From an optimization exercise on the open Yosys and OpenROAD flow, aimed at small area, a short achievable clock period and few clock cycles per item; shortcuts taken in it are not production practice.
RTL that was checked went through simulation tests only; none was proved equivalent to the original.
Power figures rest on the tool's default switching activity, not on a simulated workload.

// fdec
module fdec (
    input  wire        clk,
    input  wire        rst,         
    input  wire        rx_valid,
    input  wire [7:0]  rx_data,
    input  wire        rx_eos,
    output wire        rx_ready,
    output wire        fo_valid,
    input  wire        fo_ready,
    output wire [31:0] fo_seq,
    output wire [6:0]  fo_len,
    output wire [7:0]  fo_data,
    output wire        fo_last,
    output wire        done         
);
    localparam MAXP = 64;                
    localparam NB   = 68;                
    localparam SYNC = 8'hAA;
    localparam S_SEARCH  = 2'd0;
    localparam S_HEADER  = 2'd1;
    localparam S_PAYLOAD = 2'd2;
    localparam S_END     = 2'd3;         
    reg  [7:0]    mem [0:NB-1];
    reg           m_v, s_v, done_r;
    reg  [7:0]    m_d, s_d;
    reg           m_aa, s_aa, m_z, s_z, m_le, s_le;
    assign rx_ready = !s_v && !done_r;
    assign done     = done_r;
    reg  [6:0]    rp, wp;
    reg           qpend;     
    reg           qv;
    reg  [7:0]    qd;
    reg           q_aa, q_z, q_le;
    reg  [1:0]    st;
    reg  [5:0]    wlen;      
    reg  [6:0]    prem;      
    reg           hl_r;      
    reg           pl_r;      
    reg           lbad;      
    reg           vok;       
    reg  [6:0]    la7;       
    reg           hdr_pay;   
    reg  [7:0]    r [0:15];  
    reg  [3:0]    trk;       
    reg           fnd;       
    reg  [6:0]    nslot;     
    reg  [6:0]    sslot;     
    reg           em_act;    
    reg  [2:0]    em_sqc;    
  ...
==> flow/config.mk <==
export PLATFORM = sky130hd
export DESIGN_NAME = fdec
export DESIGN_NICKNAME = fdec
export VERILOG_FILES = /design/flow/design.v
export SDC_FILE = /design/flow/constraint.sdc
export NUM_CORES = 4
export LEC_CHECK = 0
export CAP_MARGIN = 20
export CORE_MARGIN = 2
export CORE_UTILIZATION = 40
export SLEW_MARGIN = 20
==> flow/constraint.sdc <==
create_clock -name core_clock -period 10.0 [get_ports {clk}]
set_input_delay 2.0000 -clock core_clock [delete_from_list [all_inputs] [get_ports {clk}]]
set_output_delay 2.0000 -clock core_clock [all_outputs]
set_load 0.01 [all_outputs]
standard.sh (not shown) runs the stock make flow with config.mk's settings and CLKGATE_MAP_FILE= SYNTH_SCRIPT=/design/flow/synth_recipe.tcl, a recipe that flattens the netlist after the stock synthesis.
==> flow/flow/run.sh <==
#!/bin/bash
set -euo pipefail
bash standard.sh SETUP_SLACK_MARGIN=6.5 finish > standard_flow.log 2>&1
The starting point completed with no timing, DRC or antenna violations.
Testbench counts at the start, summed over its fixed seeds: cycles 75,660, bytes 74,262.
Then changed:
==> flow/run.sh (new file) <==
#!/bin/bash
# synth_recipe.tcl (not shown) runs the flow's synth.tcl, then flattens the netlist and writes it again
# the make line also repeats each setting of config.mk as NAME=value (left out here)
make -C /OpenROAD-flow-scripts/flow DESIGN_CONFIG=/design/flow/config.mk WORK_HOME=/design/flow/orfs CLKGATE_MAP_FILE= SYNTH_SCRIPT=/design/flow/synth_recipe.tcl finish
--- a/flow/config.mk
+++ b/flow/config.mk
@@ -9,3 +9,4 @@
 export CORE_MARGIN = 2
 export CORE_UTILIZATION = 40
+export SETUP_SLACK_MARGIN = 5
 export SLEW_MARGIN = 20
removed: flow/flow/run.sh
removed: flow/standard.sh
The new run finished with timing, DRC and antenna clean.
Synthesized area is unchanged.
Core utilization drops by 0.61 points.
Setup slack is worse by 0.94 ns.
Final area drops by 1.3%.
Combinational power drops by 7.4%.

---

Another version of the RTL of fdec (not shown whole).
Size in the first run: roughly 860 flip-flops, roughly 64 I/O pins.
make LEC_CHECK=0 CAP_MARGIN=20 CORE_MARGIN=2 CORE_UTILIZATION=40 SLEW_MARGIN=20 finish   # period 10.0 ns
run.sh (not shown) runs the stock make flow with config.mk's settings and CLKGATE_MAP_FILE= SYNTH_SCRIPT=/design/flow/synth_recipe.tcl, a recipe that flattens the netlist after the stock synthesis.
Stock flow here: none of the scripts above is used.
The first run passed the timing, DRC and antenna checks.
Testbench counts at the start, summed over its fixed seeds: cycles 75,530, bytes 74,262.
Next try:
SETUP_SLACK_MARGIN = 5   (was default)
Total power drops by about 2%.
Final cell count is about the same.
Utilization goes down by 0.13 points.
Wire length goes down by 0.99%.
Fmax came out higher by 8.5%.
Die area does not change.
Non-clock buffer count came out lower by 2.

---

fdec, a different RTL version from the one above (not shown whole).
For scale: ~860 flip-flops, ~64 I/O pins.
// fdec
module fdec (
    input  wire        clk,
    input  wire        rst,         
    input  wire        rx_valid,
    input  wire [7:0]  rx_data,
    input  wire        rx_eos,
    output wire        rx_ready,
    output wire        fo_valid,
    input  wire        fo_ready,
    output wire [31:0] fo_seq,
    output wire [6:0]  fo_len,
    output wire [7:0]  fo_data,
    output wire        fo_last,
    output wire        done         
);
clock: 10.0 ns
lec_check: 0
cap_margin: 20
core_margin: 2
core_utilization: 65
slew_margin: 20
standard.sh (not shown) runs the stock make flow with config.mk's settings and CLKGATE_MAP_FILE= SYNTH_SCRIPT=/design/flow/synth_recipe.tcl, a recipe that flattens the netlist after the stock synthesis.
==> flow/flow/run.sh <==
#!/bin/bash
set -euo pipefail
bash standard.sh SETUP_SLACK_MARGIN=7 \
  "CTS_ARGS=-sink_clustering_enable -repair_clock_nets -buf_list sky130_fd_sc_hd__clkbuf_8 -sink_clustering_size 20 -dont_use_dummy_load" \
  finish > standard_flow.log 2>&1
==> next run, changes <==
==> flow/flow/run.sh (replaced) <==
#!/bin/bash
set -euo pipefail
bash standard.sh SETUP_SLACK_MARGIN=7 finish > standard_flow.log 2>&1
- CORE_UTILIZATION: 65 -> 40
=> The new run went through all stages and came out clean. Total power rose by about 15%. Design area came out higher by 5.0%. Wire length rose by 7.7%. Via count increases by 0.96%. Area after synthesis is unchanged. Final cell count is higher by about 17%. Die area climbs by 61%. Hold slack gains 0.0098 ns.
No run of this note included a check of the RTL's function; only the layout flow was run.

---

== old ==
fdec, a different RTL version from the one above (not shown whole).
Size in the first run: roughly 2100 cells after synthesis, ~880 flip-flops, ~64 I/O pins.
clock: 10.0 ns
lec_check: 0
cap_margin: 20
core_margin: 2
core_utilization: 40
slew_margin: 20
==> flow/flow/run.sh <==
#!/bin/bash
set -euo pipefail
bash standard.sh SETUP_SLACK_MARGIN=7.5 \
  "CTS_ARGS=-sink_clustering_enable -repair_clock_nets -buf_list sky130_fd_sc_hd__clkbuf_16 -sink_clustering_size 30 -sink_clustering_max_diameter 60 -dont_use_dummy_load" \
  finish > standard_flow.log 2>&1
Testbench counts of old, summed over its fixed seeds: cycles 74,668, bytes 74,262.
Modified inputs, new compared to old
==> flow/flow/run.sh <==
#!/bin/bash
set -euo pipefail
bash standard.sh SETUP_SLACK_MARGIN=7.2 \
  "CTS_ARGS=-sink_clustering_enable -repair_clock_nets -buf_list sky130_fd_sc_hd__clkbuf_16 -sink_clustering_size 24 -sink_clustering_max_diameter 80 -dont_use_dummy_load" \
  finish > standard_flow.log 2>&1
[summary]
new: flow completed, timing, DRC and antenna clean
Final weighted congestion of routability-driven global placement, old and new, higher one = old.
On first-pass GRT wire length: new sits below old.
When new is measured against old, its via count of the first global-routing pass turns out 801 lower.
old → new: synthesis-to-finish area growth decreased by 5.4 points relative to the old numbers, count of clock buffers in the final design decreased by 2 relative to the old numbers, met3 usage in global routing decreased by 0.98 points relative to the old numbers.

[what the ideal ports hide]
The flow's constraints put no driver on any port. The routed layouts listed below were extracted and timed again, unchanged, in two steps. Step 1 assumes that a clkbuf_16 drives the clock port and a buf_2 every other input. Step 2, shift: input delay + t, output delay - t, t = (earliest + latest rising clock arrival at the registers) / 2. This alone moves slack from input paths to output paths. Three values: ideal, step 1, step 2; two values: the first two.
run | t (ns) | setup slack, ns | hold slack, ns | worst setup path at the end | slew at the worst register clock pin (ns)
the first run of note 1 | 0.699 | 6.377 / 6.419 / 5.720 | 0.450 / 0.450 / 0.450 | input to register | 0.07 / 0.07
the second run of note 1 | 0.692 | 5.437 / 5.437 / 4.880 | 0.445 / 0.445 / 0.445 | input to register | 0.07 / 0.07
the first run of note 2 | 0.688 | 4.893 / 4.893 / 4.893 | 0.448 / 0.448 / 0.448 | register to register | 0.07 / 0.07
the second run of note 2 | 0.694 | 5.293 / 5.293 / 5.230 | 0.441 / 0.441 / 0.441 | input to register | 0.07 / 0.07
the first run of note 3 | 0.805 | 6.572 / 6.572 / 6.572 | 0.433 / 0.433 / 0.433 | register to register | 0.06 / 0.06
the second run of note 3 | 0.706 | 6.697 / 6.693 / 6.591 | 0.443 / 0.443 / 0.443 | input to register | 0.06 / 0.06
old | 0.677 | 6.571 / 6.506 / 6.804 | 0.405 / 0.405 / 0.405 | input to register | 0.11 / 0.11
new | 0.660 | 6.663 / 6.600 / 6.559 | 0.397 / 0.397 / 0.397 | input to register | 0.10 / 0.10
After both steps every run listed still meets setup and hold. The setup slack of the first run of note 1, which loses most, moves by +0.042 ns with the drivers and by -0.657 ns with both steps.
